This is an optimization exercise on Yosys and OpenROAD, whose aim is small area, not a production implementation.
Function was checked by simulation only, so behaviour that the tests miss may differ from the original.
Power is estimated from default activity; no workload was simulated.

`design/flow/config.mk`:
```
export PLATFORM = sky130hd
export DESIGN_NAME = dcs_decoder
export DESIGN_NICKNAME = dcs_decoder
export VERILOG_FILES = /design/flow/design.v
export SDC_FILE = /design/flow/constraint.sdc
export NUM_CORES = 4
export LEC_CHECK = 0
export ABC_AREA = 1
export CAP_MARGIN = 20
export CORE_MARGIN = 2
export CORE_UTILIZATION = 40
export CTS_BUF_LIST = sky130_fd_sc_hd__clkbuf_8
export CTS_CLUSTER_DIAMETER = 80
export CTS_CLUSTER_SIZE = 16
export PLACE_DENSITY = 0.55
export SLEW_MARGIN = 20
export SYNTH_MEMORY_MAX_BITS = 65536
```
`design/flow/constraint.sdc`:
```
create_clock -name core_clock -period 15.0 [get_ports {clk}]
set_input_delay 3.0000 -clock core_clock [delete_from_list [all_inputs] [get_ports {clk}]]
set_output_delay 3.0000 -clock core_clock [all_outputs]
set_load 0.01 [all_outputs]
```
`design/flow/design.v`:
```
module dcs_det_core(x00, x01, x02, x03, x04, x05, x06, x07, x08, x09, x10, z0);
  input x00;
  wire x00;
  input x01;
  wire x01;
  input x02;
  wire x02;
  input x03;
  wire x03;
  input x04;
  wire x04;
  input x05;
  wire x05;
  input x06;
  wire x06;
  input x07;
  wire x07;
  input x08;
  wire x08;
  input x09;
  wire x09;
  input x10;
  wire x10;
  output z0;
  wire z0;
  wire _000_;
  wire _001_;
  wire _002_;
  wire _003_;
  wire _004_;
  wire _005_;
  wire _006_;
  wire _007_;
  wire _008_;
  wire _009_;
  wire _010_;
  wire _011_;
  wire _012_;
  wire _013_;
  wire _014_;
  wire _015_;
  wire _016_;
  wire _017_;
  wire _018_;
  wire _019_;
  wire _020_;
  wire _021_;
  wire _022_;
  wire _023_;
  wire _024_;
  wire _025_;
  wire _026_;
  wire _027_;
  wire _028_;
  wire _029_;
  wire _030_;
  wire _031_;
  wire _032_;
  wire _033_;
  wire _034_;
  wire _035_;
  wire _036_;
  wire _037_;
  wire _038_;
  wire _039_;
  wire _040_;
  wire _041_;
  wire _042_;
  wire _043_;
  wire _044_;
  wire _045_;
  wire _046_;
  wire _047_;
  wire _048_;
  wire _049_;
  wire _050_;
  wire _051_;
  wire _052_;
  wire _053_;
  wire _054_;
  wire _055_;
  wire _056_;
  wire _057_;
  wire _058_;
  wire _059_;
  wire _060_;
  wire _061_;
  wire _062_;
  wire _063_;
  wire _064_;
  wire _065_;
  wire _066_;
  wire _067_;
  wire _068_;
  wire _069_;
  wire _070_;
  wire _071_;
  wire _072_;
  wire _073_;
  wire _074_;
  wire _075_;
  wire _076_;
  wire _077_;
  wire _078_;
  wire _079_;
  wire _080_;
  wire _081_;
  wire _082_;
  wire _083_;
  wire _084_;
  wire _085_;
  wire _086_;
  wire _087_;
  wire _088_;
  wire _089_;
  wire _090_;
  wire _091_;
  wire _092_;
  wire _093_;
  wire _094_;
  wire _095_;
  wire _096_;
  wire _097_;
  wire _098_;
  wire _099_;
  wire _100_;
  wire _101_;
  wire _102_;
  wire _103_;
  wire _104_;
  wire _105_;
  wire _106_;
  wire _107_;
  wire _108_;
  wire _109_;
  wire _110_;
  wire _111_;
  wire _112_;
  wire _113_;
  wire _114_;
  wire _115_;
  wire _116_;
  wire _117_;
  wire _118_;
  wire _119_;
  wire _120_;
  wire _121_;
  wire _122_;
  wire _123_;
  wire _124_;
  wire _125_;
  wire _126_;
  wire _127_;
  wire _128_;
  wire _129_;
  wire _130_;
  wire _131_;
  wire _132_;
  wire _133_;
  wire _134_;
  wire _135_;
  wire _136_;
  wire _137_;
  wire _138_;
  wire _139_;
  wire _140_;
  wire _141_;
  wire _142_;
  wire _143_;
  wire _144_;
  wire _145_;
  wire _146_;
  wire _147_;
  wire _148_;
  wire _149_;
  wire _150_;
  wire _151_;
  wire _152_;
  wire _153_;
  wire _154_;
  wire _155_;
  wire _156_;
  wire _157_;
  wire _158_;
  wire _159_;
  wire _160_;
  wire _161_;
  wire _162_;
  wire _163_;
  wire _164_;
  wire _165_;
  wire _166_;
  wire _167_;
  wire _168_;
  wire _169_;
  wire _170_;
  wire _171_;
  wire _172_;
  wire _173_;
  wire _174_;
  wire _175_;
  wire _176_;
  wire _177_;
  wire _178_;
  wire _179_;
  wire _180_;
  wire _181_;
  wire _182_;
  wire _183_;
  wire _184_;
  wire _185_;
  wire _186_;
  wire _187_;
  wire _188_;
  wire _189_;
  wire _190_;
  wire _191_;
  wire _192_;
  wire _193_;
  wire _194_;
  wire _195_;
  wire _196_;
  wire _197_;
  wire _198_;
  wire _199_;
  wire _200_;
  wire _201_;
  wire _202_;
  wire _203_;
  wire _204_;
  wire _205_;
  wire _206_;
  wire _207_;
  wire _208_;
  wire _209_;
  wire _210_;
  wire _211_;
  wire _212_;
  wire _213_;
  wire _214_;
  wire _215_;
  wire _216_;
  wire _217_;
  wire _218_;
  wire _219_;
  wire _220_;
  wire _221_;
  wire _222_;
  wire _223_;
  wire _224_;
  wire _225_;
  wire _226_;
  wire _227_;
  wire _228_;
  wire _229_;
  wire _230_;
  wire _231_;
  assign _030_ = ~x10;
  assign _041_ = x08 & x10;
  assign _052_ = ~(x04 & x01);
  assign _063_ = _041_ & ~(_052_);
  assign _074_ = ~(x05 | x09);
  assign _085_ = ~(x09 | x04);
  assign _096_ = _074_ & ~(x04);
  assign _107_ = x09 & x04;
  assign _118_ = x07 & x05;
  assign _129_ = _107_ & _118_;
  assign _140_ = ~(_096_ | _129_);
  assign _151_ = x01 & ~(x09);
  assign _157_ = x10 | _151_;
  assign _158_ = _140_ | _157_;
  assign _159_ = x07 | _158_;
  assign _160_ = x04 & ~(x09);
  assign _161_ = x08 & ~(x03);
  assign _162_ = _160_ & _161_;
  assign _163_ = ~(x03 | x01);
  assign _164_ = x05 & ~(x07);
  assign _165_ = _163_ & _164_;
  assign _166_ = ~(_162_ & _165_);
  assign _167_ = ~(x03 | x08);
  assign _168_ = x01 | ~(_167_);
  assign _169_ = x03 & x01;
  assign _170_ = x04 | ~(_169_);
  assign _171_ = _168_ & _170_;
  assign _172_ = x08 & ~(x10);
  assign _173_ = x07 & ~(x10);
  assign _174_ = x07 & _172_;
  assign _175_ = x10 & ~(x08);
  assign _176_ = x04 & ~(x05);
  assign _177_ = _175_ & _176_;
  assign _178_ = ~(_174_ | _177_);
  assign _179_ = _171_ | _178_;
  assign _180_ = _166_ & _179_;
  assign _181_ = x09 & _118_;
  assign _182_ = _063_ & _181_;
  assign _183_ = ~(x03 & _182_);
  assign _184_ = _180_ & _183_;
  assign _185_ = ~(_159_ & _184_);
  assign _186_ = ~(x00 & _185_);
  assign _187_ = _074_ & ~(x03);
  assign _188_ = x00 ? _185_ : _187_;
  assign _189_ = ~(_063_ & _188_);
  assign _190_ = x05 & ~(x03);
  assign _191_ = _190_ & ~(x04);
  assign _192_ = x05 | ~(x01);
  assign _193_ = x09 & x01;
  assign _194_ = _052_ & ~(_193_);
  assign _195_ = x01 ? _096_ : _191_;
  assign _196_ = ~(_174_ & _195_);
  assign _197_ = x09 & ~(x07);
  assign _198_ = _197_ & ~(x08);
  assign _199_ = _198_ & ~(x01);
  assign _200_ = ~(_176_ & _199_);
  assign _201_ = x09 & ~(x01);
  assign _202_ = x09 & ~(x04);
  assign _203_ = _201_ & ~(x04);
  assign _204_ = ~(x03 & _203_);
  assign _205_ = ~(_151_ & _161_);
  assign _206_ = ~(_204_ & _205_);
  assign _207_ = ~(_164_ & _206_);
  assign _208_ = ~(x00 & _207_);
  assign _209_ = ~(_030_ & _208_);
  assign _210_ = ~(_200_ & _209_);
  assign _211_ = x03 & ~(x08);
  assign _212_ = x07 & ~(x01);
  assign _213_ = _211_ & _212_;
  assign _214_ = _085_ & _213_;
  assign _215_ = x00 | _214_;
  assign _216_ = ~(_210_ & _215_);
  assign _217_ = _196_ & _216_;
  assign _218_ = _189_ & _217_;
  assign _219_ = x06 | _218_;
  assign _220_ = _085_ & ~(x01);
  assign _221_ = _164_ & _211_;
  assign _222_ = _220_ & _221_;
  assign _223_ = ~(_182_ | _222_);
  assign _224_ = x09 | ~(x07);
  assign _225_ = ~(_192_ & _224_);
  assign _226_ = _172_ & ~(_074_);
  assign _227_ = ~(_225_ & _226_);
  assign _228_ = _223_ & _227_;
  assign _229_ = _160_ & ~(x07);
  assign _230_ = _169_ & _229_;
  assign _231_ = ~(x10 & _230_);
  assign _000_ = _176_ & _212_;
  assign _001_ = _041_ & _000_;
  assign _002_ = ~(x00 | _001_);
  assign _003_ = _231_ & _002_;
  assign _004_ = x10 & _199_;
  assign _005_ = ~(x03 | _004_);
  assign _006_ = ~(_158_ & _005_);
  assign _007_ = ~(x03 & _228_);
  assign _008_ = ~(_006_ & _007_);
  assign _009_ = _003_ & _008_;
  assign _010_ = x06 | _009_;
  assign _011_ = x08 | _052_;
  assign _012_ = ~(_041_ & _202_);
  assign _013_ = ~(_011_ & _012_);
  assign _014_ = ~(_074_ & _173_);
  assign _015_ = ~(x03 | x06);
  assign _016_ = ~(_164_ & _015_);
  assign _017_ = ~(_014_ & _016_);
  assign _018_ = ~(_013_ & _017_);
  assign _019_ = _166_ & _018_;
  assign _020_ = ~(_009_ & _019_);
  assign _021_ = ~(x07 | x05);
  assign _022_ = _107_ & ~(_021_);
  assign _023_ = ~(_118_ | _022_);
  assign _024_ = ~(_194_ | _023_);
  assign _025_ = _024_ | ~(_140_);
  assign _026_ = ~(_107_ & _169_);
  assign _027_ = x09 | ~(_163_);
  assign _028_ = ~(_026_ & _027_);
  assign _029_ = _118_ & _028_;
  assign _031_ = x10 | _029_;
  assign _032_ = x03 & x08;
  assign _033_ = _031_ & _032_;
  assign _034_ = ~(_025_ & _033_);
  assign _035_ = _203_ | _229_;
  assign _036_ = _167_ & _035_;
  assign _037_ = _030_ ? _036_ : _029_;
  assign _038_ = x00 & _223_;
  assign _039_ = _038_ & ~(_037_);
  assign _040_ = ~(_034_ & _039_);
  assign _042_ = _020_ & _040_;
  assign _043_ = ~(_010_ & _042_);
  assign _044_ = x05 | _022_;
  assign _045_ = x10 & _044_;
  assign _046_ = x05 & x04;
  assign _047_ = _213_ & _046_;
  assign _048_ = ~(x00 & _047_);
  assign _049_ = _167_ & ~(x04);
  assign _050_ = _193_ & _049_;
  assign _051_ = ~(x07 & _050_);
  assign _053_ = _045_ ? _051_ : _048_;
  assign _054_ = x02 & _053_;
  assign _055_ = _043_ & _054_;
  assign _056_ = ~(_219_ & _055_);
  assign _057_ = ~(x07 | _171_);
  assign _058_ = x00 | ~(_057_);
  assign _059_ = ~(_051_ & _058_);
  assign _060_ = x05 & ~(x10);
  assign _061_ = ~(_059_ & _060_);
  assign _062_ = _186_ & _061_;
  assign _064_ = x10 ? _151_ : _107_;
  assign _065_ = _064_ ? _164_ : _195_;
  assign _066_ = ~(_211_ & _065_);
  assign _067_ = ~(_107_ & _165_);
  assign _068_ = ~(_162_ & _212_);
  assign _069_ = ~(_067_ & _068_);
  assign _070_ = ~(x10 & _069_);
  assign _071_ = x00 | _176_;
  assign _072_ = ~(_201_ & _071_);
  assign _073_ = ~(_085_ & _118_);
  assign _075_ = ~(_072_ & _073_);
  assign _076_ = _181_ | ~(x00);
  assign _077_ = _032_ & _076_;
  assign _078_ = ~(_075_ & _077_);
  assign _079_ = _070_ & _078_;
  assign _080_ = ~(x10 & _047_);
  assign _081_ = _050_ & ~(x07);
  assign _082_ = _080_ & ~(_081_);
  assign _083_ = x00 | _082_;
  assign _084_ = _079_ & _083_;
  assign _086_ = _066_ & _084_;
  assign _087_ = x06 ? _062_ : _086_;
  assign _088_ = _177_ | _191_;
  assign _089_ = x07 & _151_;
  assign _090_ = _089_ & ~(x06);
  assign _091_ = ~(x06 & _175_);
  assign _092_ = ~(x09 & _172_);
  assign _093_ = ~(_091_ & _092_);
  assign _094_ = _164_ & _093_;
  assign _095_ = _090_ | _094_;
  assign _097_ = ~(_088_ & _095_);
  assign _098_ = x06 & _198_;
  assign _099_ = _162_ | _098_;
  assign _100_ = _030_ & ~(_192_);
  assign _101_ = ~(_099_ & _100_);
  assign _102_ = ~(x10 & _214_);
  assign _103_ = x00 & _102_;
  assign _104_ = _101_ & _103_;
  assign _105_ = ~(_097_ & _104_);
  assign _106_ = x10 | _034_;
  assign _108_ = _030_ | _207_;
  assign _109_ = _174_ & _203_;
  assign _110_ = ~(x06 & _109_);
  assign _111_ = ~(_193_ & _046_);
  assign _112_ = ~(_085_ & _021_);
  assign _113_ = ~(_111_ & _112_);
  assign _114_ = _113_ & ~(_091_);
  assign _115_ = ~(x00 | _114_);
  assign _116_ = _110_ & _115_;
  assign _117_ = _108_ & _116_;
  assign _119_ = ~(_106_ & _117_);
  assign _120_ = ~(_105_ & _119_);
  assign _121_ = ~(_087_ & _120_);
  assign _122_ = x02 | _121_;
  assign _123_ = ~(_056_ & _122_);
  assign _124_ = ~(_172_ & _230_);
  assign _125_ = _220_ | ~(x05);
  assign _126_ = ~(_041_ & _057_);
  assign _127_ = ~(_167_ & _045_);
  assign _128_ = ~(_126_ & _127_);
  assign _130_ = x00 | _128_;
  assign _131_ = ~(_125_ & _130_);
  assign _132_ = ~(_124_ & _131_);
  assign _133_ = _204_ | ~(_004_);
  assign _134_ = ~(_049_ & _089_);
  assign _135_ = x06 & _134_;
  assign _136_ = ~(_133_ & _135_);
  assign _137_ = _074_ & ~(_168_);
  assign _138_ = _026_ & ~(_137_);
  assign _139_ = _138_ | ~(_173_);
  assign _141_ = ~(_041_ & _164_);
  assign _142_ = x00 & ~(x06);
  assign _143_ = _141_ & _142_;
  assign _144_ = ~(_139_ & _143_);
  assign _145_ = _136_ & _144_;
  assign _146_ = ~(_132_ & _145_);
  assign _147_ = _211_ & ~(x00);
  assign _148_ = x04 | _147_;
  assign _149_ = ~(x06 & _161_);
  assign _150_ = ~(x04 & _149_);
  assign _152_ = _030_ & _201_;
  assign _153_ = _021_ & _152_;
  assign _154_ = _150_ & _153_;
  assign _155_ = ~(_148_ & _154_);
  assign _156_ = _146_ & _155_;
  assign z0 = ~(_123_ & _156_);
endmodule
module dcs_det (
    input  wire [10:0] s,
    output wire        d
);
    dcs_det_core u_core (
        .x00(s[10]), .x01(s[9]), .x02(s[8]), .x03(s[7]), .x04(s[6]), .x05(s[5]),
        .x06(s[4]),  .x07(s[3]), .x08(s[2]), .x09(s[1]), .x10(s[0]), .z0(d)
    );
endmodule
module dcs_code_rom(code, known);
  input [8:0] code;
  wire [8:0] code;
  output known;
  wire known;
  wire _000_;
  wire _001_;
  wire _002_;
  wire _003_;
  wire _004_;
  wire _005_;
  wire _006_;
  wire _007_;
  wire _008_;
  wire _009_;
  wire _010_;
  wire _011_;
  wire _012_;
  wire _013_;
  wire _014_;
  wire _015_;
  wire _016_;
  wire _017_;
  wire _018_;
  wire _019_;
  wire _020_;
  wire _021_;
  wire _022_;
  wire _023_;
  wire _024_;
  wire _025_;
  wire _026_;
  wire _027_;
  wire _028_;
  wire _029_;
  wire _030_;
  wire _031_;
  wire _032_;
  wire _033_;
  wire _034_;
  wire _035_;
  wire _036_;
  wire _037_;
  wire _038_;
  wire _039_;
  wire _040_;
  wire _041_;
  wire _042_;
  wire _043_;
  wire _044_;
  wire _045_;
  wire _046_;
  wire _047_;
  wire _048_;
  wire _049_;
  wire _050_;
  wire _051_;
  wire _052_;
  wire _053_;
  wire _054_;
  wire _055_;
  wire _056_;
  wire _057_;
  wire _058_;
  wire _059_;
  wire _060_;
  wire _061_;
  wire _062_;
  wire _063_;
  wire _064_;
  wire _065_;
  wire _066_;
  wire _067_;
  wire _068_;
  wire _069_;
  wire _070_;
  wire _071_;
  wire _072_;
  wire _073_;
  wire _074_;
  wire _075_;
  wire _076_;
  wire _077_;
  wire _078_;
  wire _079_;
  wire _080_;
  wire _081_;
  wire _082_;
  wire _083_;
  wire _084_;
  wire _085_;
  wire _086_;
  wire _087_;
  wire _088_;
  wire _089_;
  wire _090_;
  wire _091_;
  wire _092_;
  wire _093_;
  wire _094_;
  wire _095_;
  wire _096_;
  wire _097_;
  wire _098_;
  wire _099_;
  wire _100_;
  wire _101_;
  wire _102_;
  wire _103_;
  wire _104_;
  wire _105_;
  wire _106_;
  wire _107_;
  wire _108_;
  wire _109_;
  wire _110_;
  wire _111_;
  wire _112_;
  wire _113_;
  wire _114_;
  wire _115_;
  assign _010_ = 4'h8 >> { code[3], code[0] };
  assign _021_ = 4'h4 >> { _010_, code[2] };
  assign _029_ = 4'h4 >> code[2:1];
  assign _030_ = 4'h8 >> { _029_, code[0] };
  assign _031_ = 4'h2 >> code[4:3];
  assign _032_ = 4'h4 >> { _031_, code[5] };
  assign _033_ = 4'h8 >> { _032_, _030_ };
  assign _034_ = 4'h8 >> { code[4], code[1] };
  assign _035_ = 4'h1 >> { code[2], code[0] };
  assign _036_ = 4'h8 >> { _035_, _034_ };
  assign _037_ = 4'h1 >> { _036_, _033_ };
  assign _038_ = 4'h4 >> { _037_, _021_ };
  assign _039_ = 4'h1 >> { _038_, code[1] };
  assign _040_ = 4'h1 >> { code[3], code[0] };
  assign _041_ = 4'h2 >> { _010_, code[1] };
  assign _042_ = 4'h4 >> { _041_, code[2] };
  assign _043_ = 4'h4 >> { _042_, _040_ };
  assign _044_ = 4'h4 >> { _043_, code[5] };
  assign _045_ = 4'h8 >> code[4:3];
  assign _046_ = 4'h8 >> { _045_, _044_ };
  assign _047_ = 4'h2 >> { _040_, _029_ };
  assign _048_ = 4'h2 >> { _045_, code[5] };
  assign _049_ = 4'h8 >> { _048_, _047_ };
  assign _050_ = 4'h8 >> { _049_, code[4] };
  assign _051_ = 4'h8 >> { _040_, code[2] };
  assign _052_ = 4'h2 >> { code[4], code[1] };
  assign _053_ = 4'h8 >> { _052_, _051_ };
  assign _054_ = 4'h2 >> { _053_, code[6] };
  assign _055_ = 4'h4 >> { _054_, _050_ };
  assign _056_ = 4'h4 >> { _055_, _046_ };
  assign _057_ = 4'h4 >> { _056_, _039_ };
  assign _058_ = 4'h2 >> { _057_, code[7] };
  assign _059_ = 4'h1 >> { code[4], code[1] };
  assign _060_ = 4'h1 >> { _059_, code[3] };
  assign _061_ = 4'h8 >> { _034_, code[5] };
  assign _062_ = 4'h1 >> { _061_, code[2] };
  assign _063_ = 4'h2 >> { _062_, _060_ };
  assign _064_ = 4'h4 >> { _041_, _035_ };
  assign _065_ = 4'h4 >> code[5:4];
  assign _066_ = 4'h8 >> { _065_, _064_ };
  assign _067_ = 4'h4 >> { _066_, _063_ };
  assign _068_ = 4'h8 >> { code[7], code[5] };
  assign _069_ = 4'h1 >> { _068_, code[0] };
  assign _070_ = 4'h8 >> { _060_, _029_ };
  assign _071_ = 4'h4 >> { _070_, _069_ };
  assign _072_ = 4'h1 >> { _071_, _067_ };
  assign _073_ = 4'h4 >> { _072_, _058_ };
  assign _074_ = 4'h8 >> { _042_, _031_ };
  assign _075_ = 4'h1 >> { _074_, code[6] };
  assign _076_ = 4'h1 >> { _065_, _034_ };
  assign _077_ = 4'h2 >> { _076_, _051_ };
  assign _078_ = 4'h2 >> { _077_, _075_ };
  assign _079_ = 4'h1 >> { code[5], code[2] };
  assign _080_ = 4'h4 >> { _079_, _034_ };
  assign _081_ = 4'h2 >> { code[2], code[0] };
  assign _082_ = 4'h8 >> { _081_, _060_ };
  assign _083_ = 4'h4 >> { _082_, _080_ };
  assign _084_ = 4'h2 >> { _065_, code[3] };
  assign _085_ = 4'h2 >> { _084_, _030_ };
  assign _086_ = 4'h1 >> { _085_, _083_ };
  assign _087_ = 4'h8 >> { _086_, _078_ };
  assign _088_ = 4'h1 >> { _087_, _073_ };
  assign _089_ = 4'h1 >> { code[4], code[0] };
  assign _090_ = 4'h8 >> { _089_, code[6] };
  assign _091_ = 4'h2 >> { _090_, _047_ };
  assign _092_ = 4'h1 >> { _091_, _032_ };
  assign _093_ = 4'h4 >> { _092_, _043_ };
  assign _094_ = 4'h8 >> { _044_, code[4] };
  assign _095_ = 4'h8 >> { _080_, _010_ };
  assign _096_ = 4'h1 >> { _095_, _049_ };
  assign _097_ = 4'h4 >> { _096_, _094_ };
  assign _098_ = 4'h2 >> { _097_, _093_ };
  assign _099_ = 4'h8 >> { _021_, code[5] };
  assign _100_ = 4'h1 >> { _076_, _061_ };
  assign _101_ = 4'h8 >> { _100_, _064_ };
  assign _102_ = 4'h1 >> { _101_, _099_ };
  assign _103_ = 4'h1 >> { _102_, code[6] };
  assign _104_ = 4'h1 >> { _103_, _098_ };
  assign _105_ = 4'h1 >> { code[4], code[2] };
  assign _106_ = 4'h1 >> { _105_, code[0] };
  assign _107_ = 4'h1 >> { _106_, _065_ };
  assign _108_ = 4'h2 >> { _107_, code[6] };
  assign _109_ = 4'h8 >> { _106_, code[5] };
  assign _110_ = 4'h1 >> { _109_, _108_ };
  assign _111_ = 4'h4 >> { _110_, _104_ };
  assign _112_ = 4'h1 >> { _110_, _093_ };
  assign _113_ = 4'h1 >> { _112_, _111_ };
  assign _114_ = 4'h8 >> { _097_, _075_ };
  assign _115_ = 4'h1 >> { _114_, _037_ };
  assign _000_ = 4'h2 >> { _115_, _113_ };
  assign _001_ = 4'h4 >> { _114_, code[1] };
  assign _002_ = 4'h2 >> { _001_, code[7] };
  assign _003_ = 4'h1 >> { _002_, _000_ };
  assign _004_ = 4'h1 >> { _003_, _088_ };
  assign _005_ = 4'h1 >> { _004_, code[8] };
  assign _006_ = 4'h8 >> { code[2], code[0] };
  assign _007_ = 4'h1 >> { _045_, code[5] };
  assign _008_ = 4'h4 >> { _007_, _006_ };
  assign _009_ = 4'h2 >> { _081_, code[5] };
  assign _011_ = 4'h1 >> { _009_, _008_ };
  assign _012_ = 4'h4 >> { _011_, _113_ };
  assign _013_ = 4'h4 >> { _097_, _078_ };
  assign _014_ = 4'h1 >> { _013_, code[0] };
  assign _015_ = 4'h2 >> { _078_, _044_ };
  assign _016_ = 4'h2 >> { _015_, code[7] };
  assign _017_ = 4'h4 >> { _016_, _014_ };
  assign _018_ = 4'h4 >> { _017_, _012_ };
  assign _019_ = 4'h4 >> { _110_, code[7] };
  assign _020_ = 4'h2 >> { _019_, _063_ };
  assign _022_ = 4'h2 >> { _020_, _114_ };
  assign _023_ = 4'h8 >> { _008_, _064_ };
  assign _024_ = 4'h1 >> { _023_, code[7] };
  assign _025_ = 4'h8 >> { _024_, _056_ };
  assign _026_ = 4'h2 >> { _025_, code[8] };
  assign _027_ = 4'h4 >> { _026_, _022_ };
  assign _028_ = 4'h4 >> { _027_, _018_ };
  assign known = 4'he >> { _028_, _005_ };
endmodule
module dcs_decoder (
    input  wire        clk,
    input  wire        rst_n,
    input  wire [15:0] cfg_alpha,
    input  wire [25:0] cfg_spb,
    input  wire        in_valid,
    output wire        in_ready,
    input  wire [15:0] in_sample,
    output reg         out_valid,
    output wire        out_bnd,
    output wire        out_bit,
    output reg         out_found,
    output wire [8:0]  out_code,
    output wire        out_inv,
    output reg         out_event
);
    localparam [11:0] NUDGE_K = 12'd3277;
    localparam [10:0] SC      = 11'h38a;    
    reg  [4:0]         mc;           
    reg  [4:0]         pc;           
    reg  [26:0]        pacc;         
    reg  [21:0]        nudge;
    reg  [23:0]        y;
    reg                prev_pos, prev_neg;
    reg  [26:0]        phase;
    reg                lt;
    reg  [23:0]        acc_lo;       
    reg  [11:0]        acc_hi;
    reg                acc_inc, acc_dec;
    reg  [22:0]        win;          
    reg                bnd;
    reg  [10:0]        sa, sb;
    reg  [23:0]        e;
    reg  [8:0]         last_code;    
    reg                last_inv;
    reg  [7:0]         counter;
    wire mstart = (mc == 5'd0) && in_valid && ((pc == 5'd0) || (pc >= 5'd13));
    wire accept = (mc == 5'd16);
    assign in_ready = accept;
    assign out_bnd  = bnd;
    assign out_bit  = win[22];
    assign out_code = last_code;
    assign out_inv  = last_inv;
    wire [15:0] alpha_r = {cfg_alpha[14:0], cfg_alpha[15]};   
    wire        abit    = alpha_r[mc[3:0]];               
    wire [15:0] k_r     = {2'b00, NUDGE_K, 2'b00};        
    wire        kbit    = k_r[pc[3:0]];                   
    reg  [27:0] opnd;
    always @(*) begin
        if (mc != 5'd0)
            opnd = abit ? {{4{in_sample[15]}}, in_sample, 8'h00} : {{4{y[23]}}, y};
        else if (pc == 5'd1)
            opnd = {4'd0, acc_lo};
        else
            opnd = kbit ? {2'b00, cfg_spb} : 28'd0;
    end
    wire [27:0] sum;
    dcs_rca #(.W(28)) u_main (.a({pacc[26], pacc}), .b(opnd), .ci(1'b0),
                              .s(sum), .co());
    wire        y_pos = !y[23] && (y != 24'd0);
    wire        zc    = (prev_neg && y_pos) || (prev_pos && y[23]);
    reg  [26:0] pop;
    reg         pcin;
    always @(*) begin
        case (pc)
            5'd1:    begin pop = lt ? {5'd0, nudge} : ~{5'd0, nudge}; pcin = !lt; end
            5'd3:    begin pop = ~{2'b00, cfg_spb[25:1]}; pcin = 1'b1; end
            5'd4:    begin pop = 27'h10000;                pcin = 1'b0; end
            default: begin pop = ~{1'b0, cfg_spb};         pcin = 1'b1; end
        endcase
    end
    wire [27:0] psum;
    dcs_rca #(.W(27)) u_phase (.a(phase), .b(pop), .ci(pcin),
                               .s(psum[26:0]), .co(psum[27]));
    wire        bnd_n = psum[27];                     
    wire [11:0] acc_hi_n;
    dcs_rca #(.W(12)) u_acch (.a(acc_hi), .b({{11{acc_dec}}, acc_inc | acc_dec}),
                              .ci(1'b0), .s(acc_hi_n), .co());
    wire        acc_nz = (acc_hi_n != 12'd0) || (acc_lo != 24'd0);
    wire        bit_n  = !acc_hi_n[11] && acc_nz;     
    function [10:0] mulx;         
        input [10:0] m;
        reg   [11:0] t;
        begin
            t = {m, 1'b0} ^ (m[10] ? 12'hC75 : 12'h000);
            mulx = t[10:0];
        end
    endfunction
    function [10:0] divx;         
        input [10:0] m;
        reg   [11:0] t;
        begin
            t = {1'b0, m} ^ (m[0] ? 12'hC75 : 12'h000);
            divx = t[11:1];
        end
    endfunction
    wire [10:0] cin = (win[0] ^ bit_n) ? SC : 11'd0;   
    wire        rot = bnd && (pc >= 5'd3) && (pc <= 5'd25);
    wire        det;
    dcs_det u_det (.s((pc <= 5'd14) ? sa : sb), .d(det));
    wire [11:0] dA, dB;
    genvar gi;
    generate
        for (gi = 0; gi < 12; gi = gi + 1) begin : g_d
            assign dA[gi] = win[11 + gi] ^ e[23 - gi];
            assign dB[gi] = win[11 - gi] ^ e[gi];
        end
    endgenerate
    wire [8:0]  cA = dA[8:0] ^ {9{dA[11]}};
    wire [8:0]  cB = dB[8:0] ^ {9{dB[11]}};
    wire        kA, kB;
    dcs_code_rom u_rom_a (.code(cA), .known(kA));
    dcs_code_rom u_rom_b (.code(cB), .known(kB));
    wire        vA = (dA[11] == dA[10]) && (dA[10] == dA[9]) && kA;
    wire        vB = (dB[11] == dB[10]) && (dB[10] == dB[9]) && kB;
    wire        found = vA || vB;
    wire [8:0]  code  = vA ? cA : cB;
    wire        inv   = vA ? dA[11] : dB[11];
    wire        match = (code == last_code) && (inv == last_inv);
    wire [4:0]  mc_inc, pc_inc;
    dcs_rca #(.W(5)) u_mc (.a(mc), .b(5'd0), .ci(1'b1), .s(mc_inc), .co());
    dcs_rca #(.W(5)) u_pc (.a(pc), .b(5'd0), .ci(1'b1), .s(pc_inc), .co());
    wire [7:0]  counter_inc, counter_dec;
    dcs_rca #(.W(8)) u_cinc (.a(counter), .b(8'd0), .ci(1'b1), .s(counter_inc), .co());
    dcs_rca #(.W(8)) u_cdec (.a(counter), .b(8'hFF), .ci(1'b0), .s(counter_dec), .co());
    always @(posedge clk) begin
        if (mstart)
            pacc <= {{3{y[23]}}, y};
        else if (pc == 5'd1)
            pacc <= 27'd0;
        else
            pacc <= sum[27:1];
        e <= {e[22:0], det};
        if (pc == 5'd1) begin
            acc_inc <= !sum[27] && sum[24];
            acc_dec <= sum[27];
        end
        if (pc == 5'd3)
            lt <= !psum[27];
        if (accept) begin
            prev_pos <= y_pos;
            prev_neg <= y[23];
        end
        if (pc == 5'd13)
            nudge <= sum[26:5];
        out_found <= found;
        out_event <= bnd && found && match && (counter != 8'd0);
        if (!rst_n) begin
            mc        <= 5'd0;
            pc        <= 5'd0;
            out_valid <= 1'b0;
            y         <= 24'd0;
            phase     <= 27'h10000;
            acc_lo    <= 24'd0;
            acc_hi    <= 12'd0;
            win       <= 23'd0;
            bnd       <= 1'b0;
            sa        <= 11'd0;
            sb        <= 11'd0;
            last_code <= 9'd0;
            last_inv  <= 1'b0;
            counter   <= 8'd0;
        end else begin
            out_valid <= (pc == 5'd27);
            if (mstart || (mc != 5'd0 && !accept))
                mc <= mc_inc;
            else if (accept)
                mc <= 5'd0;
            if (accept)
                pc <= 5'd1;
            else if (pc == 5'd27)
                pc <= 5'd0;
            else if (pc != 5'd0)
                pc <= pc_inc;
            if (accept)
                y <= sum[24:1];
            if (pc == 5'd1)
                acc_lo <= sum[23:0];
            if ((pc == 5'd1 && zc) || pc == 5'd4)
                phase <= psum[26:0];
            if (pc == 5'd2) begin
                bnd <= bnd_n;
                if (bnd_n) begin
                    phase  <= psum[26:0];
                    acc_lo <= 24'd0;
                    acc_hi <= 12'd0;
                    win    <= {bit_n, win[22:1]};
                    sa     <= divx(sa ^ cin);
                    sb     <= mulx(sb) ^ cin;
                end else begin
                    acc_hi <= acc_hi_n;
                end
            end else if (rot) begin
                sa <= divx(sa);
                sb <= mulx(sb);
            end
            if (pc == 5'd27 && bnd) begin
                if (!found) begin
                    if (counter != 8'd0)
                        counter <= counter_dec;
                end else if (!match) begin
                    last_code <= code;
                    last_inv  <= inv;
                    counter   <= 8'd1;
                end else if (counter != 8'hFF) begin
                    counter <= counter_inc;
                end
            end
        end
    end
endmodule
module dcs_rca #(
    parameter W = 8
) (
    input  wire [W-1:0] a,
    input  wire [W-1:0] b,
    input  wire         ci,
    output wire [W-1:0] s,
    output wire         co
);
    wire [W:0] c;
    assign c[0] = ci;
    genvar i;
    generate
        for (i = 0; i < W; i = i + 1) begin : g_bit
            assign s[i]   = a[i] ^ b[i] ^ c[i];
            assign c[i+1] = (a[i] & b[i]) | (a[i] & c[i]) | (b[i] & c[i]);
        end
    endgenerate
    assign co = c[W];
endmodule
```
`design/flow/run.sh`:
```
#!/bin/bash
# synth_recipe.tcl (not shown) runs the flow's synth.tcl, then flattens the netlist and writes it again
# the make line also repeats each setting of config.mk as NAME=value (left out here)
make -C /OpenROAD-flow-scripts/flow DESIGN_CONFIG=/design/flow/config.mk WORK_HOME=/design/flow/orfs CLKGATE_MAP_FILE= SYNTH_SCRIPT=/design/flow/synth_recipe.tcl finish
```
==> run summary, run 1 <==
| Step | Result | Reported |
|---|---|---|
| outcome | Status | finished clean |
| routing | Drc violations | 0 |
| worst setup path | Critical path's most frequent cell | sky130_fd_sc_hd__fa_1 |
| routing | Vias | 13200 |
| flow run | Number of maximum-capacitance constraint violations | 0 |
| routing | Drt wl/cell | 16.8 um |
| power | Power density over cell area | 134 mW/mm^2 |
| yosys | Post-synthesis sequential element count | 242 |
| timing | Max-Slew Margin vs Limit | 37.6% |
| cts | Clock latency at the later pin of the worst-skew pair | 0.56 ns |
| yosys | Count of synthesis-stage warnings from yosys | 1 |
| cts | Reg clk slew, reported paths | 0.10 ns |
| yosys | Primary FF master, synth | sky130_fd_sc_hd__dfxtp_1 |
| placed design | Final HPWL from detailed placement | 29900 um |
| global routing | Wire length of the first global-routing pass | 66400 um |
| power | Switching fraction of total power | 42.1% |
| routing | Post-DR vias/cell | 5.36 |
| yosys | Proportion of synthesized chip area in sequential cells | 35.1% |
| floorplanning | Vertical die dimension | 195 um |
| timing | Final setup vio count | 0 |
| layout | Non-Filler Cell Area, Final | 0.0164 sq mm |
| floorplanning | Area enclosed by the die boundary | 0.0379 sq mm |
| worst setup path | Worst Setup Path Type | input pin to flip-flop |
| timing | Unrepaired setup endpoints after global routing | no |
| global routing | Largest net degree at the start of global routing | 63 |
| power | Leakage power of the design | 6.55 nW |
| power | Worst IR Drop VDD | 73.2 uV |
| yosys | Combined area of all synthesized cells | 0.0146 sq mm |
| cts | Count of clock tree sinks | 242 |
| yosys | Post-synthesis instance total | 1931 |
| yosys | Mean Syn Cell Area | 7.54 sq um |
| cts | Total CTS buffers | 20 |
| cts | Number of buffers inserted for hold repair after clock tree synthesis | 0 |
| layout | Number of fill cells | 3668 |
| worst setup path | Peak fanout along the critical path | 3 |
| worst setup path | Largest stage delay on the critical path | 0.47 ns |
| yosys | Most area-consuming cells after synthesis | sky130_fd_sc_hd__dfxtp_1 (30%), sky130_fd_sc_hd__fa_1 (8.7%), sky130_fd_sc_hd__nand2_1 (8.1%) |
| floorplanning | Core area | 0.0357 sq mm |
| routing | Initial detailed-routing violation count | 1150 |
| cts | Buffer levels on the longest clock path | 3 |
| yosys | Post-synth EDFFs | 27 |
| placed design | GP Congestion | 0.895 |
| global routing | Via count of the first global-routing pass | 12300 |
| global routing | Antenna violations before repair | 2 |
| power | Pint | 1.27 mW |
| worst setup path | Worst endpoint required time | 15.48 ns |
| floorplanning | Count of pins on the block boundary | 77 |
| timing | Timing-limited maximum frequency | 69.1 MHz |
| routing | Detailed-routing iteration count for the pre-antenna-repair pass | 6 |
| worst setup path | Data arrival time of the worst path | 14.96 ns |
| floorplanning | Initial cell density of the core | 40.7% |
| yosys | Count of cell types in the netlist | 60 |
| routing | Post-route ant nets | 0 |
| yosys | Area fraction of the dominant cell type after synthesis | 29.6% |
| placed design | Number of buffer cells added on primary ports | 76 |
| placed design | Placement Cell Area | 0.0159 sq mm |
| cts | TritonCTS clock tree | built |
| worst setup path | Cell with the largest stage delay on the worst path | sky130_fd_sc_hd__clkdlybuf4s50_1 |
| timing | Part of the cycle the worst path needs | 96.5% |
| yosys | Async set-reset flop share out of synthesis | 0% |
| yosys | Post-Syn Nets | 2081 |
| timing | Number of pins with negative max-slew slack in the final report | 0 |
| layout | Layout cells sized above 1 | 7.15% |
| timing | Final Hold Slack | 0.368 ns |
| worst setup path | Category of the worst setup path launch point | input pin |
| worst setup path | Worst setup slack for register-to-register paths | 1.47 ns |
| power | Switching power total | 0.925 mW |
| timing | Worst slew pin tran | 0.929 ns |
| timing | Clock skew | 0.0182 ns |
| power | Sequential share of power | 37.0% |
| cts | Buffer cell driving the clock tree root | sky130_fd_sc_hd__clkbuf_8 |
| worst hold path | Min-delay worst type | flip-flop to flip-flop |
| power | Proportion of power drawn by the clock network | 16.7% |
| layout | Number of diodes added for antenna fixing | 0 |
| floorplanning | Core Rows | 69 |
| routing | Wire length reported by the detailed router | 41400 um |
| power | Power share of the combinational group | 46.3% |
| layout | Area growth from synthesis to final layout | 12.5% |
| timing | Min Clock Period, post-route | 14.47 ns |
| yosys | Cell type with the highest aggregate area in the netlist | sky130_fd_sc_hd__dfxtp_1 |
| global routing | Global-route congestion overflow total | 0 |
| worst setup path | Type of destination of the critical path | flip-flop |
| global routing | Overall global routing resource usage | 21.5% |
| floorplanning | Width of the die | 195 um |
| timing | Hold violation count in the final report | 0 |
| cts | H-tree levels | 1 |
| layout | Final net count | 2140 |
==> final cells by class <==
cell class                      count  area, sq um  area share, %
Clock buffer                       22          303           1.85
Sequential cell                   242         5110           31.2
Inverter                          276         1040           6.33
Multi-Input combinational cell   1332         8110           49.5
Timing Repair Buffer              118         1180           7.23
Clock inverter                      9         48.8          0.298
Tap cell                          461          577           3.52
==> sequential cells by signal, indices dropped and copies added, names as in the netlist, 5 cells and up <==
| register | flops |
|---|---|
| pacc | 27 |
| phase | 27 |
| acc_lo | 24 |
| e | 24 |
| y | 24 |
| win | 23 |
| nudge | 22 |
| acc_hi | 12 |
| sa | 11 |
| sb | 11 |
| last_code | 9 |
| counter | 8 |
| mc | 5 |
| pc | 5 |
==> synthesized netlist by cell type, types with 2 or more instances <==
library cell and number:
sky130_fd_sc_hd__nand2_1 313, sky130_fd_sc_hd__inv_1 265, sky130_fd_sc_hd__dfxtp_1 215, sky130_fd_sc_hd__nor2_1 195
sky130_fd_sc_hd__o21ai_0 185, sky130_fd_sc_hd__nand3_1 118, sky130_fd_sc_hd__a21oi_1 99, sky130_fd_sc_hd__clkbuf_1 71
sky130_fd_sc_hd__fa_1 63, sky130_fd_sc_hd__o22ai_1 39, sky130_fd_sc_hd__xnor2_1 33, sky130_fd_sc_hd__a211oi_1 30
sky130_fd_sc_hd__edfxtp_1 27, sky130_fd_sc_hd__ha_1 26, sky130_fd_sc_hd__nand4_1 24, sky130_fd_sc_hd__o2111ai_1 23
sky130_fd_sc_hd__nor3_1 22, sky130_fd_sc_hd__xor2_1 20, sky130_fd_sc_hd__o221ai_1 16, sky130_fd_sc_hd__o211ai_1 15
sky130_fd_sc_hd__nand2_2 13, sky130_fd_sc_hd__o21ai_1 11, sky130_fd_sc_hd__nor4_1 9, sky130_fd_sc_hd__a31oi_1 8
sky130_fd_sc_hd__nand2_4 8, sky130_fd_sc_hd__or2_2 8, sky130_fd_sc_hd__a221oi_1 6, sky130_fd_sc_hd__a32oi_1 6
sky130_fd_sc_hd__clkinv_1 6, sky130_fd_sc_hd__a22oi_1 5, sky130_fd_sc_hd__inv_2 5, sky130_fd_sc_hd__o31ai_1 5
sky130_fd_sc_hd__buf_6 4, sky130_fd_sc_hd__buf_2 3, sky130_fd_sc_hd__nand3_4 3, sky130_fd_sc_hd__nor2_4 3
sky130_fd_sc_hd__o21ai_2 3, sky130_fd_sc_hd__a22o_1 2, sky130_fd_sc_hd__a32o_1 2, sky130_fd_sc_hd__xnor2_2 2
==> kinds of logic (layout without fill, tap and decap cells) <==
kind of cell    count (synthesis)  in the layout  share of synthesized area (%)
xor+xnor                       55             55                           3.41
compound gates                465            465                           19.1
mux                             1              1                         0.0687
buf+inv                       357            425                           9.54
flops                         242            242                           35.1
simple gates                  722            722                           21.9
fa+ha+maj                      89             89                           10.9
==> layout by cell type, fill, tap and decap left out, drive strengths merged, types with 20 or more instances in the layout <==
cell type      count
nand3            122
nor2             200
o22ai             39
ha                26
o2111ai           23
clkdlybuf4s50     75
buf               42
a21oi             99
a211oi            30
xor2              20
edfxtp            27
o21ai            199
nand4             25
xnor2             35
dfxtp            215
nand2            334
nor3              23
fa                63
clkbuf            23
inv              277
==> metrics by stage <==
step	worst slack, ns	cells	power (mW)	setup TNS, ns	utilization (%)
floorplan	-0.0345	1931	1.51	-0.689	-
global placement	-0.629	2426	1.81	-46.96	44.5
detailed placement	-0.732	2426	1.82	-57.96	44.5
CTS	0.0211	2458	2.20	0	45.6
global route	0.0239	2460	2.37	0	45.8
finish	0.525	2460	2.20	0	45.8
==> final timing paths <==
path	endpoint	start	cells past startpoint
hold / removal	e[16]	e[15]	0
setup reg to reg	pacc[25]	mc[0]	41
hold reg to reg	e[16]	e[15]	0
setup / recovery	pacc[25]	cfg_alpha[9]	37
==> power groups by stage <==
stage	Sequential (mW)	Combinational [mW]	Clock [mW]
3_5_place_dp	0.829	0.996	0
2_1_floorplan	0.815	0.699	0
6_report	0.814	1.02	0.367
4_1_cts	0.814	1.00	0.382
3_3_place_gp	0.827	0.987	0
5_1_grt	0.825	1.15	0.403
==> what timing repair did <==
| item | CTS | global route |
|---|---|---|
| resized for setup | 4 | 15 |
| setup buffers | 0 | 1 |
| gates cloned | 1 | 1 |
| pin swaps | 0 | 1 |
| endpoints found under the setup margin | 32 | 103 |
==> per-layer routing <==
metal  share of wire, %  track usage [%]  up-vias
met2                 43             33.1      420
met3                6.1             3.45       63
met5              0.063                0        -
met1                 49             31.9     6158
li1                   -                -     6550
met4                1.8             4.16        4
==> worst max-delay path: cells and delay by family <==
family | cells | cell delay, ns
AO/OA/AOI/OAI | 5 | 0.70
AND/OR/NAND/NOR | 1 | 0.15
buffers and inverters | 4 | 0.70
adder cells (fa/ha/maj) | 27 | 10.40
==> inputs of run 2 (changes only) <==
--- a/design/flow/config.mk
+++ b/design/flow/config.mk
@@ -8,3 +8,3 @@
 export ABC_AREA = 1
-export CAP_MARGIN = 20
+export CAP_MARGIN = 0
 export CORE_MARGIN = 2
@@ -15,3 +15,3 @@
 export PLACE_DENSITY = 0.55
-export SLEW_MARGIN = 20
+export SLEW_MARGIN = 0
 export SYNTH_MEMORY_MAX_BITS = 65536
==> run 2 against run 1 <==
Still clean. Synthesized area did not move. Fmax barely moved. Die area unchanged. Global-route usage did not move. Synthesized cell count unchanged. Sequential power is essentially flat. Clock skew unchanged. Count of clock-buffer cells in the layout unchanged. Core utilization about the same. Routed wire length barely moved. Cell area barely moved.
==> run summary, run 2 <==
| Step | Result | Reported |
|---|---|---|
| outcome | Status | finished clean |
| worst setup path | Type of destination of the critical path | flip-flop |
| worst setup path | Worst setup slack for register-to-register paths | 1.47 ns |
| routing | Drc violations | 0 |
| floorplanning | Initial cell density of the core | 40.7% |
| routing | Met2 layer wire length in the routed design | 18000 um |
| global routing | Overall global routing resource usage | 21.5% |
| floorplanning | Count of pins on the block boundary | 77 |
| routing | M1 wire length | 20100 um |
| yosys | Area fraction of the dominant cell type after synthesis | 29.6% |
| cts | Total CTS buffers | 20 |
| power | Power density over cell area | 134 mW/mm^2 |
| routing | Post-DR vias/cell | 5.36 |
| timing | Part of the cycle the worst path needs | 96.5% |
| cts | Count of clock tree sinks | 242 |
| layout | Layout cells sized above 1 | 7.10% |
| worst setup path | Largest stage delay on the critical path | 0.47 ns |
| timing | Timing-limited maximum frequency | 69.1 MHz |
| yosys | Post-Syn Nets | 2081 |
| cts | Reg clk slew, reported paths | 0.10 ns |
| timing | Worst slew pin tran | 1.11 ns |
| layout | Number of diodes added for antenna fixing | 0 |
| yosys | Post-synthesis sequential element count | 242 |
| yosys | Proportion of synthesized chip area in sequential cells | 35.1% |
| global routing | Antenna violations before repair | 2 |
| placed design | Placement Cell Area | 0.0159 sq mm |
| routing | Wire length reported by the detailed router | 41400 um |
| layout | Non-Filler Cell Area, Final | 0.0164 sq mm |
| cts | Buffer cell driving the clock tree root | sky130_fd_sc_hd__clkbuf_8 |
| global routing | Largest net degree at the start of global routing | 63 |
| yosys | Most area-consuming cells after synthesis | sky130_fd_sc_hd__dfxtp_1 (30%), sky130_fd_sc_hd__fa_1 (8.7%), sky130_fd_sc_hd__nand2_1 (8.1%) |
| floorplanning | Width of the die | 195 um |
| worst setup path | Worst Setup Path Type | input pin to flip-flop |
| floorplanning | Core Rows | 69 |
| timing | Min Clock Period, post-route | 14.48 ns |
| yosys | Post-synth EDFFs | 27 |
| placed design | Final HPWL from detailed placement | 29900 um |
| cts | TritonCTS clock tree | built |
| worst setup path | Critical path's most frequent cell | sky130_fd_sc_hd__fa_1 |
| placed design | Worst slack at placement | -0.732 ns |
| layout | Commonest non-fill, non-tap cells in the layout | sky130_fd_sc_hd__nand2_1 (312), sky130_fd_sc_hd__inv_1 (268), sky130_fd_sc_hd__dfxtp_1 (215) |
| timing | Final Hold Slack | 0.368 ns |
| global routing | Global-route congestion overflow total | 0 |
| placed design | Number of buffer cells added on primary ports | 76 |
| yosys | Most used standard cell by instance count after synthesis | sky130_fd_sc_hd__nand2_1 |
| routing | Highest metal layer with signal wires | met5 |
| timing | Unrepaired setup endpoints after global routing | no |
| yosys | Primary FF master, synth | sky130_fd_sc_hd__dfxtp_1 |
| routing | Post-route ant nets | 0 |
| cts | Clock latency at the later pin of the worst-skew pair | 0.56 ns |
| cts | Buffer levels on the longest clock path | 3 |
| floorplanning | Vertical die dimension | 195 um |
| layout | Number of non-filler instances in the completed layout | 2460 |
| timing | Hold violation count in the final report | 0 |
| layout | Leading registers by flop count | pacc x27, phase x27 |
| cts | H-tree levels | 1 |
| layout | Area growth from synthesis to final layout | 12.5% |
| global routing | Via count of the first global-routing pass | 12300 |
| routing | Met3 wire length | 2530 um |
| worst setup path | Cell with the largest stage delay on the worst path | sky130_fd_sc_hd__clkdlybuf4s50_1 |
| yosys | Count of cell types in the netlist | 60 |
| yosys | Post-synthesis instance total | 1931 |
| worst hold path | Min-delay worst type | flip-flop to flip-flop |
| worst setup path | Peak fanout along the critical path | 3 |
| worst setup path | Depth of the worst register-to-register path | 41 |
| power | Total power consumption of the routed design | 2.20 mW |
| placed design | GP Congestion | 0.895 |
| placed design | Number of cells after detailed placement | 2426 |
| routing | Drt wl/cell | 16.8 um |
| timing | Final setup vio count | 0 |
| routing | Vias | 13200 |
| yosys | Combined area of all synthesized cells | 0.0146 sq mm |
| layout | Final net count | 2140 |
| timing | Number of pins with negative max-slew slack in the final report | 0 |
| floorplanning | Area enclosed by the die boundary | 0.0379 sq mm |
| power | Worst IR Drop VDD | 73.2 uV |
| layout | Final design utilization | 45.8% |
| global routing | Wire length of the first global-routing pass | 66400 um |
| timing | Max-Slew Margin vs Limit | 25.4% |
| worst setup path | Worst endpoint required time | 15.48 ns |
| routing | Detailed-routing iteration count for the pre-antenna-repair pass | 6 |
| yosys | Mean Syn Cell Area | 7.54 sq um |
| worst setup path | Data arrival time of the worst path | 14.96 ns |
| flow run | Number of maximum-capacitance constraint violations | 0 |
| timing | Clock skew | 0.0182 ns |
| power | Leakage power of the design | 6.55 nW |
| yosys | Most frequent cells after synthesis | sky130_fd_sc_hd__nand2_1 (313), sky130_fd_sc_hd__inv_1 (265), sky130_fd_sc_hd__dfxtp_1 (215), sky130_fd_sc_hd__nor2_1 (195), sky130_fd_sc_hd__o21ai_0 (185) |
| routing | Initial detailed-routing violation count | 1150 |
| yosys | Async set-reset flop share out of synthesis | 0% |
| layout | Most common library cell in the layout ignoring fill and taps | sky130_fd_sc_hd__nand2_1 |
| worst hold path | Number of instances on the worst hold path | 0 |
| yosys | Count of synthesis-stage warnings from yosys | 1 |
| worst setup path | Category of the worst setup path launch point | input pin |
| timing | Final critical-path setup slack | 0.525 ns |
| yosys | Cell type with the highest aggregate area in the netlist | sky130_fd_sc_hd__dfxtp_1 |
| timing | Final-layout setup total negative slack | 0 ns |
| floorplanning | Core area | 0.0357 sq mm |
-- run 2: layer usage --
layer  global-route usage (%)  vias to the layer above
met5                        0                        -
met4                     4.16                        4
met3                     3.45                       63
met2                     33.1                      421
met1                     31.9                     6158
li1                         -                     6549
-- run 2: where the power goes --
part	internal, mW	switching [mW]	total (mW)	leakage, nW
Combinational	0.369	0.648	1.02	4.36
Sequential	0.766	0.0478	0.814	1.99
Clock	0.138	0.230	0.367	0.201
Total	1.27	0.925	2.20	6.55
-- run 2: final timing paths --
kind,endpoint,start
hold / removal,e[16],e[15]
hold reg to reg,e[16],e[15]
setup reg to reg,pacc[25],mc[0]
setup / recovery,pacc[25],cfg_alpha[9]
-- run 2: final cells by class --
class / count / area (sq um)
Inverter: 276 / 1040
Multi-Input combinational cell: 1332 / 8110
Fill cell: 3667 / 19400
Clock buffer: 22 / 303
Tap cell: 461 / 577
Sequential cell: 242 / 5110
Clock inverter: 9 / 48.8
Timing Repair Buffer: 118 / 1180
-- run 2: what timing repair did --
action | CTS | global route
hold buffers | 0 | 0
gates cloned | 1 | 1
pin swaps | 0 | 1
setup endpoints to repair | 32 | 103
resized for setup | 4 | 15
hold endpoints to repair | 0 | 0
buffers inserted | 0 | 1
-- run 2: critical path, delay by kind of cell --
kind,cells,cell delay [ns]
AO/OA/AOI/OAI,5,0.70
adder cells (fa/ha/maj),27,10.40
buffers and inverters,4,0.70
AND/OR/NAND/NOR,1,0.15
-- run 2: cells by family (layout without fill, tap and decap cells) --
group | after synthesis | count (layout) | synth area share (%)
multiplexers | 1 | 1 | 0.0687
adder cells (fa/ha/maj) | 89 | 89 | 10.9
flip-flops | 242 | 242 | 35.1
XOR/XNOR | 55 | 55 | 3.41
buffers and inverters | 357 | 425 | 9.54
AO/OA/AOI/OAI | 465 | 465 | 19.1
AND/OR/NAND/NOR | 722 | 722 | 21.9
==> inputs of run 3 (changes only) <==
--- a/design/flow/config.mk
+++ b/design/flow/config.mk
@@ -8,5 +8,5 @@
 export ABC_AREA = 1
-export CAP_MARGIN = 0
+export CAP_MARGIN = 20
 export CORE_MARGIN = 2
-export CORE_UTILIZATION = 40
+export CORE_UTILIZATION = 65
 export CTS_BUF_LIST = sky130_fd_sc_hd__clkbuf_8
@@ -14,4 +14,4 @@
 export CTS_CLUSTER_SIZE = 16
-export PLACE_DENSITY = 0.55
-export SLEW_MARGIN = 0
+export PLACE_DENSITY = 0.75
+export SLEW_MARGIN = 20
 export SYNTH_MEMORY_MAX_BITS = 65536
==> run 3 against run 2 <==
Still clean on timing, DRC and antenna. Global-route usage grew 11 points. Synthesized cell count is the same. Non-clock buffer count shrank 5. Sequential share of layout area grew 0.52 points. Flip-flop and latch count unchanged. Largest power group unchanged.
==> run summary, run 3 <==
| Step | Result | Reported |
|---|---|---|
| outcome | Status | finished clean |
| worst setup path | Type of destination of the critical path | flip-flop |
| yosys | Combined area of all synthesized cells | 0.0146 sq mm |
| layout | Most common library cell in the layout ignoring fill and taps | sky130_fd_sc_hd__nand2_1 |
| worst setup path | Startpoint of the worst-slack reg-to-reg timing path | pc[1] |
| cts | TritonCTS clock tree | built |
| yosys | Adder-cell share of the synthesized area | 10.9% |
| routing | Post-route ant nets | 0 |
| worst setup path | Terminus of the critical flop-to-flop path | pacc[25] |
| cts | Buffer levels on the longest clock path | 3 |
| yosys | Post-synthesis sequential element count | 242 |
| yosys | Simple-Gate Fraction of Synth Area | 21.9% |
| yosys | Xor/xnor share of the synthesized area | 3.41% |
| yosys | Proportion of synthesized chip area in sequential cells | 35.1% |
| cts | H-tree levels | 1 |
| routing | Drc violations | 0 |
| timing | Number of pins with negative max-slew slack in the final report | 0 |
| floorplanning | Area enclosed by the die boundary | 0.0236 sq mm |
| timing | Final setup vio count | 0 |
| cts | Total CTS buffers | 20 |
| routing | Drt wl/cell | 16.9 um |
| timing | Unrepaired setup endpoints after global routing | no |
| worst hold path | Min-delay worst type | flip-flop to flip-flop |
| yosys | Most area-consuming cells after synthesis | sky130_fd_sc_hd__dfxtp_1 (30%), sky130_fd_sc_hd__fa_1 (8.7%), sky130_fd_sc_hd__nand2_1 (8.1%) |
| floorplanning | Core Rows | 54 |
| global routing | Antenna violations before repair | 0 |
| layout | Final net count | 2135 |
| yosys | Most used standard cell by instance count after synthesis | sky130_fd_sc_hd__nand2_1 |
| timing | Worst slew pin tran | 0.981 ns |
| worst setup path | Depth of the worst register-to-register path | 40 |
| yosys | Most frequent cells after synthesis | sky130_fd_sc_hd__nand2_1 (313), sky130_fd_sc_hd__inv_1 (265), sky130_fd_sc_hd__dfxtp_1 (215), sky130_fd_sc_hd__nor2_1 (195), sky130_fd_sc_hd__o21ai_0 (185) |
| global routing | Largest net degree at the start of global routing | 92 |
| worst setup path | Worst setup slack for register-to-register paths | 1.56 ns |
| worst setup path | Largest stage delay on the critical path | 0.46 ns |
| placed design | Final HPWL from detailed placement | 27700 um |
| global routing | Overall global routing resource usage | 32.1% |
| placed design | GP Congestion | 0.986 |
| layout | Commonest non-fill, non-tap cells in the layout | sky130_fd_sc_hd__nand2_1 (312), sky130_fd_sc_hd__inv_1 (269), sky130_fd_sc_hd__dfxtp_1 (215) |
| worst setup path | Worst endpoint required time | 15.45 ns |
| yosys | Cell type with the highest aggregate area in the netlist | sky130_fd_sc_hd__dfxtp_1 |
| yosys | Async set-reset flop share out of synthesis | 0% |
| cts | Clock latency at the later pin of the worst-skew pair | 0.55 ns |
| global routing | Via count of the first global-routing pass | 12800 |
| global routing | Global-route congestion overflow total | 0 |
| cts | Count of clock tree sinks | 242 |
| routing | Detailed-routing iteration count for the pre-antenna-repair pass | 7 |
| worst setup path | Data arrival time of the worst path | 15.07 ns |
| power | Leakage power of the design | 6.53 nW |
| timing | Part of the cycle the worst path needs | 97.5% |
| yosys | Count of synthesis-stage warnings from yosys | 1 |
| placed design | Number of buffer cells added on primary ports | 76 |
| layout | Final design utilization | 73.6% |
| floorplanning | Core area | 0.0219 sq mm |
| yosys | Multiplexer share of the synthesized area | 0.0687% |
| cts | Buffer cell driving the clock tree root | sky130_fd_sc_hd__clkbuf_8 |
| yosys | Post-Syn Nets | 2081 |
| cts | Reg clk slew, reported paths | 0.10 ns |
| yosys | Area fraction of the dominant cell type after synthesis | 29.6% |
| layout | Layout cells sized above 1 | 6.72% |
| yosys | Mean Syn Cell Area | 7.54 sq um |
| yosys | Post-synthesis instance total | 1931 |
| routing | Post-DR vias/cell | 5.97 |
| timing | Final Hold Slack | 0.367 ns |
| worst setup path | Category of the worst setup path launch point | input pin |
| worst hold path | Min-delay src | e[3] |
| floorplanning | Width of the die | 154 um |
| routing | Wire length reported by the detailed router | 38500 um |
| yosys | Count of cell types in the netlist | 60 |
| worst setup path | Worst Setup Path Type | input pin to flip-flop |
| layout | Number of fill cells | 1732 |
| timing | Hold violation count in the final report | 0 |
| power | Power density over cell area | 138 mW/mm^2 |
| layout | Leading registers by flop count | pacc x27, phase x27 |
| yosys | Primary FF master, synth | sky130_fd_sc_hd__dfxtp_1 |
| layout | Number of diodes added for antenna fixing | 0 |
| global routing | Wire length of the first global-routing pass | 62900 um |
| routing | Initial detailed-routing violation count | 1328 |
| worst hold path | Number of instances on the worst hold path | 0 |
| floorplanning | Initial cell density of the core | 66.5% |
| floorplanning | Vertical die dimension | 154 um |
| worst hold path | Endpoint with the worst hold slack | e[4] |
| timing | Timing-limited maximum frequency | 68.4 MHz |
| floorplanning | Count of pins on the block boundary | 77 |
| worst setup path | Peak fanout along the critical path | 3 |
| yosys | Largest family of logic cells by synthesized area | simple AND/OR/NAND/NOR gates |
| routing | Vias | 13600 |
| flow run | Number of maximum-capacitance constraint violations | 0 |
| layout | Area growth from synthesis to final layout | 10.6% |
| yosys | Post-synth EDFFs | 27 |
| timing | Max-Slew Margin vs Limit | 34.2% |
| yosys | Share of the synthesized area in compound gates (AO/OA/AOI/OAI) | 19.1% |
| power | Total power consumption of the routed design | 2.23 mW |
| power | Worst IR Drop VDD | 141 uV |
| timing | Min Clock Period, post-route | 14.62 ns |
| worst setup path | Critical path's most frequent cell | sky130_fd_sc_hd__fa_1 |
| worst setup path | Cell with the largest stage delay on the worst path | sky130_fd_sc_hd__clkdlybuf4s50_1 |
| timing | Clock skew | 0.0278 ns |
==> run 3: cell families after synthesis <==
logic type,after synthesis
XOR/XNOR,55
AO/OA/AOI/OAI,465
multiplexers,1
AND/OR/NAND/NOR,722
adder cells (fa/ha/maj),89
flip-flops,242
buffers and inverters,357
==> run 3: power by group <==
part | leakage [nW] | total (mW) | switching (mW) | internal [mW]
Combinational | 4.33 | 1.04 | 0.674 | 0.368
Clock | 0.208 | 0.373 | 0.222 | 0.150
Sequential | 1.99 | 0.815 | 0.0485 | 0.767
==> run 3: metal layers <==
metal | routed length, um | global-route usage (%) | part of all wire, %
met5 | 0 | 0 | 0
met4 | 769 | 8.39 | 2.0
met3 | 4050 | 7.44 | 11
met2 | 17000 | 48.7 | 44
met1 | 16700 | 46.5 | 43
==> run 3: stage by stage <==
step	area, sq um	setup TNS [ns]	cells	worst slack [ns]
2_1_floorplan	14600	-0.689	1931	-0.0345
3_3_place_gp	15600	-45.20	2241	-0.576
3_5_place_dp	15600	-56.19	2241	-0.694
4_1_cts	16100	0	2273	0.0480
5_1_grt	16100	0	2273	0.0123
6_report	16100	0	2273	0.378
==> run 3: worst max-delay path by stage <==
stage | start | to
floorplan | cfg_spb[1] | phase[10]
global placement | cfg_spb[1] | sb[10]
detailed placement | cfg_spb[1] | sb[10]
CTS | cfg_spb[1] | phase[4]
global route | cfg_spb[1] | phase[11]
finish | cfg_alpha[5] | pacc[25]
==> run 3: repair_timing <==
action	in CTS	in global routing
resized for setup	9	10
cloned	1	0
buffers inserted	1	0
hold buffers	0	0
setup endpoints to repair	68	107
pin swaps	1	1
==> run 3: final cells by class <==
class | count | area [sq um] | area share [%]
Sequential cell | 242 | 5110 | 31.8
Clock inverter | 9 | 82.6 | 0.513
Inverter | 276 | 1040 | 6.44
Timing Repair Buffer | 113 | 1120 | 6.95
Tap cell | 280 | 350 | 2.18
Clock buffer | 21 | 289 | 1.79
Multi-Input combinational cell | 1332 | 8110 | 50.4
==> run 3: worst max-delay path, delay by kind of cell <==
kind / cells / cell delay (ns)
AND/OR/NAND/NOR: 3 / 0.29
AO/OA/AOI/OAI: 4 / 0.67
buffers and inverters: 5 / 0.76
adder cells (fa/ha/maj): 26 / 10.36
==> inputs of run 4 (changes only) <==
--- a/design/flow/config.mk
+++ b/design/flow/config.mk
@@ -10,7 +10,4 @@
 export CORE_MARGIN = 2
-export CORE_UTILIZATION = 65
-export CTS_BUF_LIST = sky130_fd_sc_hd__clkbuf_8
-export CTS_CLUSTER_DIAMETER = 80
-export CTS_CLUSTER_SIZE = 16
-export PLACE_DENSITY = 0.75
+export CORE_UTILIZATION = 40
+export PLACE_DENSITY = 0.55
 export SLEW_MARGIN = 20
==> run 4 against run 3 <==
Still clean. Cell area grew 4.8%. Fmax grew 0.91%. Non-clock buffer count grew 3. Clock skew shrank 0.0027 ns. Sequential power is essentially flat. Register-to-register slack lost 0.13 ns. Die area grew 61%. Critical path depth shrank 1. Final cell count grew 9.0%. Critical endpoint unchanged.
==> run summary, run 4 <==
| Step | Result | Reported |
|---|---|---|
| yosys | Count of synthesis-stage warnings from yosys | 1 |
| floorplanning | Area enclosed by the die boundary | 0.0379 sq mm |
| routing | Wire length reported by the detailed router | 41700 um |
| timing | Hold violation count in the final report | 0 |
| worst setup path | Peak fanout along the critical path | 3 |
| yosys | Post-synthesis sequential element count | 242 |
| layout | Area growth from synthesis to final layout | 15.9% |
| yosys | Most used standard cell by instance count after synthesis | sky130_fd_sc_hd__nand2_1 |
| yosys | Post-synth EDFFs | 27 |
| global routing | Global-route congestion overflow total | 0 |
| power | Leakage power of the design | 6.78 nW |
| outcome | Status | finished clean |
| worst setup path | Largest stage delay on the critical path | 0.47 ns |
| cts | Count of clock tree sinks | 242 |
| worst hold path | Min-delay worst type | flip-flop to flip-flop |
| yosys | Post-synthesis instance total | 1931 |
| cts | Total CTS buffers | 28 |
| global routing | Wire length of the first global-routing pass | 67300 um |
| layout | Area of all sequential standard cells | 0.00511 sq mm |
| worst hold path | Min-delay src | e[6] |
| layout | Commonest non-fill, non-tap cells in the layout | sky130_fd_sc_hd__nand2_1 (312), sky130_fd_sc_hd__inv_1 (264), sky130_fd_sc_hd__dfxtp_1 (215) |
| placed design | GP Congestion | 0.895 |
| routing | Post-DR vias/cell | 5.38 |
| worst setup path | Data arrival time of the worst path | 14.96 ns |
| cts | Reg clk slew, reported paths | 0.06 ns |
| timing | Part of the cycle the worst path needs | 96.6% |
| worst setup path | Worst Setup Path Type | input pin to flip-flop |
| power | Power density over cell area | 149 mW/mm^2 |
| worst setup path | Type of destination of the critical path | flip-flop |
| layout | Most common library cell in the layout ignoring fill and taps | sky130_fd_sc_hd__nand2_1 |
| routing | Drt wl/cell | 16.8 um |
| yosys | Async set-reset flop share out of synthesis | 0% |
| global routing | Via count of the first global-routing pass | 12400 |
| yosys | Mean Syn Cell Area | 7.54 sq um |
| placed design | Number of buffer cells added on primary ports | 76 |
| timing | Clock skew | 0.0251 ns |
| power | Switching power total | 0.977 mW |
| power | Pint | 1.53 mW |
| worst setup path | Cell with the largest stage delay on the worst path | sky130_fd_sc_hd__fa_1 |
| power | Switching fraction of total power | 39.0% |
| power | Total power consumption of the routed design | 2.51 mW |
| routing | Drc violations | 0 |
| worst setup path | Critical path's most frequent cell | sky130_fd_sc_hd__fa_1 |
| power | Proportion of power drawn by the clock network | 26.8% |
| cts | Buffer count from post-CTS setup fixing | 0 |
| floorplanning | Core Rows | 69 |
| timing | Max-Slew Margin vs Limit | 38.6% |
| global routing | Largest net degree at the start of global routing | 63 |
| global routing | Overall global routing resource usage | 21.8% |
| layout | Final net count | 2146 |
| placed design | Placement Cell Area | 0.0159 sq mm |
| yosys | Post-Syn Nets | 2081 |
| yosys | Primary FF master, synth | sky130_fd_sc_hd__dfxtp_1 |
| worst setup path | Timing startpoint of the critical path | cfg_alpha[5] |
| power | Worst IR Drop VDD | 82.7 uV |
| routing | Detailed-routing iteration count for the pre-antenna-repair pass | 5 |
| cts | Buffer levels on the longest clock path | 3 |
| yosys | Most frequent cells after synthesis | sky130_fd_sc_hd__nand2_1 (313), sky130_fd_sc_hd__inv_1 (265), sky130_fd_sc_hd__dfxtp_1 (215), sky130_fd_sc_hd__nor2_1 (195), sky130_fd_sc_hd__o21ai_0 (185) |
| routing | Vias | 13300 |
| worst setup path | Startpoint of the worst-slack reg-to-reg timing path | mc[0] |
| floorplanning | Vertical die dimension | 195 um |
| floorplanning | Initial cell density of the core | 40.7% |
| global routing | Antenna violations before repair | 1 |
| layout | Layout cells sized above 1 | 7.79% |
| routing | Post-route ant nets | 0 |
| floorplanning | Width of the die | 195 um |
| cts | Clock latency at the later pin of the worst-skew pair | 0.57 ns |
| layout | Number of diodes added for antenna fixing | 0 |
| yosys | Proportion of synthesized chip area in sequential cells | 35.1% |
| timing | Min Clock Period, post-route | 14.49 ns |
| yosys | Count of cell types in the netlist | 60 |
## run 4: final cells by class
cell class | count | share of cell area [%]
multi-input cells | 1332 | 48.1
flip-flops and latches | 242 | 30.3
repair buffers | 116 | 6.77
inverters | 276 | 6.14
clock buffers | 41 | 4.86
well taps | 461 | 3.42
clock inverters | 9 | 0.430
## run 4: repair_timing
item	CTS	global route
pin swaps	0	1
cloned	1	0
endpoints found under the setup margin	71	103
resized for setup	5	13
## run 4: through the flow
stage                     setup WS [ns]  setup TNS, ns  instances  util, %  hold slack (ns)
final                             0.511              0       2477     47.2            0.358
after detailed placement         -0.732         -57.96       2426     44.5            0.355
after floorplan                 -0.0345         -0.689       1931        -            0.349
after global placement           -0.629         -46.96       2426     44.5            0.355
after global routing            -0.0297        -0.0297       2477     47.2            0.370
after CTS                        0.0367              0       2477     47.1            0.363
## run 4: worst paths after layout
kind              endpoint  slack [ns]  depth (start not counted)
setup / recovery  pacc[25]        0.51                         37
hold / removal        e[7]        0.36                          0
setup reg to reg  pacc[25]        1.43                         41
hold reg to reg       e[7]        0.36                          0
## run 4: cells by family after synthesis
kind of cell	after synthesis	share of synthesized area (%)
compound gates	465	19.1
fa+ha+maj	89	10.9
mux	1	0.0687
flops	242	35.1
xor+xnor	55	3.41
buf+inv	357	9.54
simple gates	722	21.9
## run 4: per-layer routing
metal,GRT usage (%),part of all wire (%)
met2,33.3,43
met5,0,0.031
met3,3.42,6.4
met4,4.30,1.7
met1,32.6,49
## run 4: power by group through the flow
| stage | logic [mW] | registers [mW] | clock network (mW) |
|---|---|---|---|
| final | 1.02 | 0.815 | 0.673 |
| after CTS | 1.00 | 0.815 | 0.689 |
| after detailed placement | 0.996 | 0.829 | 0 |
| after global placement | 0.987 | 0.827 | 0 |
| after global routing | 1.15 | 0.825 | 0.715 |
| after floorplan | 0.699 | 0.815 | 0 |
## run 4: worst reg2reg max path, delay by kind of cell (launching register included)
family	cells	cell delay, ns
fa+ha+maj	28	10.69
buf+inv	7	1.16
compound gates	3	0.73
simple gates	3	0.38
flops	1	0.53

Check on run 4: ideal ports give 0.511 ns setup slack; a clkbuf_16 on the clock port and buf_2 on the inputs give 0.540 ns; moving port delays by the midpoint clock arrival (0.608 ns) as well gives -0.068 ns.
